This design comes from an exercise in tuning for small area, a short achievable clock period and few clock cycles on the open sky130 flow, not from production work.
Where RTL was checked, it was by simulation tests only, not by an equivalence proof against the original.
No activity file was given, so power comes from the tool's default toggle rates.

==> exp/nickel <==
Design frame_codec, start of the top module:
module frame_codec (
    input  wire        clk,
    input  wire        rst,        
    input  wire        ev_valid,
    input  wire [31:0] ev_word,
    output wire        ev_ready,
    input  wire [7:0]  rd_addr,
    output reg  [31:0] rd_data,
    output wire [7:0]  diag_cnt
);
make LEC_CHECK=0 ABC_AREA=0 CAP_MARGIN=20 CORE_MARGIN=2 CORE_UTILIZATION=65 CTS_CLUSTER_DIAMETER=60 CTS_CLUSTER_SIZE=25 PLACE_DENSITY=0.8 SETUP_SLACK_MARGIN=3.0 SLEW_MARGIN=20 finish   # period 8.0 ns
run.sh (not shown) runs the stock make flow with config.mk's settings and CLKGATE_MAP_FILE= SYNTH_SCRIPT=/design/flow/synth_recipe.tcl, a recipe that flattens the netlist after the stock synthesis.
==> exp/ember: changes against exp/nickel <==
--- a/flow/design.v
+++ b/flow/design.v
@@ -694,32 +694,23 @@
                 diag_count <= diag_count + 8'd1;
             end
         end
     end
     wire [7:0] dcode_val = (dcode == 3'd7) ? 8'd0 : {5'b00110, dcode};
-    wire [7:0] pcmd_val  = {pcmd_a0, 1'b0, pcmd_a0, 2'b00, pcmd_05, 1'b0, pcmd_05};
-    wire [3:0] a10 = 4'b0001 << rd_addr[1:0];
-    wire [7:0] a42 = 8'b00000001 << rd_addr[4:2];
-    wire       in_tb = (rd_addr[7:5] == 3'b010);
-    wire       in_cb = (rd_addr[7:5] == 3'b011);
-    wire       in_rg = (rd_addr[7:3] == 5'b00000);
-    reg  [7:0] rd_lo;
-    reg  [7:0] rd_hi;
     always @* begin
-        rd_lo = 8'd0;
-        for (i = 0; i < 24; i = i + 1) begin
-            rd_lo = rd_lo | ({8{a42[i/4] & a10[i%4] & in_tb}} & tb[8*i +: 8])
-                          | ({8{a42[i/4] & a10[i%4] & in_cb}} & cb[8*i +: 8]);
-        end
-        rd_lo = rd_lo | ({8{in_rg & a42[0] & a10[1]}} & period[7:0])
-                      | ({8{in_rg & a42[0] & a10[2]}} & pcmd_val)
-                      | ({8{in_rg & a42[0] & a10[3]}} & result[7:0])
-                      | ({8{in_rg & a42[1] & a10[0]}} & dcode_val)
-                      | ({8{in_rg & a42[1] & a10[1]}} & diag_a[7:0])
-                      | ({8{in_rg & a42[1] & a10[2]}} & diag_b[7:0]);
-        rd_hi = ({8{in_rg & a42[0] & a10[1]}} & {5'd0, period[10:8]})
-              | ({8{in_rg & a42[0] & a10[3]}} & result[15:8])
-              | ({8{in_rg & a42[1] & a10[1]}} & diag_a[15:8])
-              | ({8{in_rg & a42[1] & a10[2]}} & diag_b[15:8]);
-        rd_data = {16'd0, rd_hi, rd_lo};
+        rd_data = 32'd0;
+        case (rd_addr)
+            8'h01: rd_data = {21'd0, period};
+            8'h02: rd_data = {24'd0, pcmd_a0, 1'b0, pcmd_a0, 2'b00, pcmd_05, 1'b0, pcmd_05};
+            8'h03: rd_data = {16'd0, result};
+            8'h04: rd_data = {24'd0, dcode_val};
+            8'h05: rd_data = {16'd0, diag_a};
+            8'h06: rd_data = {16'd0, diag_b};
+            default: begin
+                if (rd_addr >= 8'h40 && rd_addr <= 8'h57)
+                    rd_data = {24'd0, tb[8*(rd_addr[4:0]) +: 8]};
+                else if (rd_addr >= 8'h60 && rd_addr <= 8'h77)
+                    rd_data = {24'd0, cb[8*(rd_addr[4:0]) +: 8]};
+            end
+        endcase
     end
 endmodule
==> flow/config.mk (replaced) <==
export PLATFORM = sky130hd
export DESIGN_NAME = frame_codec
export DESIGN_NICKNAME = frame_codec
export VERILOG_FILES = /design/flow/design.v
export SDC_FILE = /design/flow/constraint.sdc
export NUM_CORES = 4
export LEC_CHECK = 0
export ABC_AREA = 0
export CAP_MARGIN = 20
export CORE_MARGIN = 2
export CORE_UTILIZATION = 40
export PLACE_DENSITY = 0.6
export SETUP_SLACK_MARGIN = 3.0
export SLEW_MARGIN = 20
==> exp/zinc: changes against exp/nickel <==
==> flow/config.mk (replaced) <==
export PLATFORM = sky130hd
export DESIGN_NAME = frame_codec
export DESIGN_NICKNAME = frame_codec
export VERILOG_FILES = /design/flow/design.v
export SDC_FILE = /design/flow/constraint.sdc
export NUM_CORES = 4
export LEC_CHECK = 0
export ABC_AREA = 0
export CAP_MARGIN = 20
export CORE_MARGIN = 2
export CORE_UTILIZATION = 40
export PLACE_DENSITY = 0.6
export SETUP_SLACK_MARGIN = 3.0
export SLEW_MARGIN = 20
==> comparison table <==
| metric | exp/zinc | exp/ember | exp/nickel |
|---|---|---|---|
| Status | finished clean | finished clean | stopped before the end |
| Stage where the flow stopped | - | - | global routing |
| Count of placed standard cells in the final layout, fillers left out | 4583 | 4324 | - |
| Layout clock buffers | 76 | 77 | - |
| Main power-consuming group | clock | clock | - |
| Worst hold-check path type | register to register | register to register | - |
| Routed wl met2 | 83.4 mm | 72.4 mm | - |
| Setup TNS Final | 0 ns | 0 ns | - |
| Switching Power | 1.45 mW | 1.43 mW | - |
| Cell count after synthesis | 3442 | 3205 | 3442 |
| Reg power frac | 0.429 | 0.430 | - |
| Power Combinational | 0.456 mW | 0.567 mW | - |
| Multi-input gate area in the final layout | 0.0202 mm² | 0.0204 mm² | - |
| Post-Route WL | 230 mm | 180 mm | - |
| Gp weighted congestion | 1.19 | 1.08 | 1.63 |
| Start point of the critical path | rd_addr[5] | rd_addr[0] | - |
| Pwr Total | 5.36 mW | 5.34 mW | - |
| Most frequent standard cell in the layout excluding fill and tap cells | a22oi_1 | dfxtp_1 | - |
| CP Buf/Inv Count | 3 | 3 | - |
Testbench counts of exp/nickel, summed over its fixed seeds: cycles 18,134.
Testbench counts of exp/zinc, summed over its fixed seeds: cycles 18,134.
No functional check of the RTL was part of exp/ember.

## what the ideal ports hide
The flow's constraints put no driver on any port. The routed layouts listed below were extracted and timed again, unchanged, in two steps.
Step 1, drivers: a clkbuf_16 drives clk and a buf_2 each remaining input, both assumed.
Step 2 also shifts input and output timing later by t, the mid clock arrival at the registers, as if the neighbouring blocks saw the same clock.
Slacks: ideal ports / drivers / drivers and shift; pairs: ideal ports / drivers.
run	shift t [ns]	setup WS [ns]	latest minus earliest clock arrival (ns)	pins driven straight from the clock port
exp/ember	0.686	2.465 / 1.979 / 1.979	0.018 / 0.018	1
exp/zinc	0.736	2.565 / 2.513 / 2.203	0.049 / 0.049	1
After both steps every run listed still meets setup and hold. For exp/ember, which loses most, drivers alone change the setup slack by -0.486 ns; drivers and shift together by -0.486 ns.
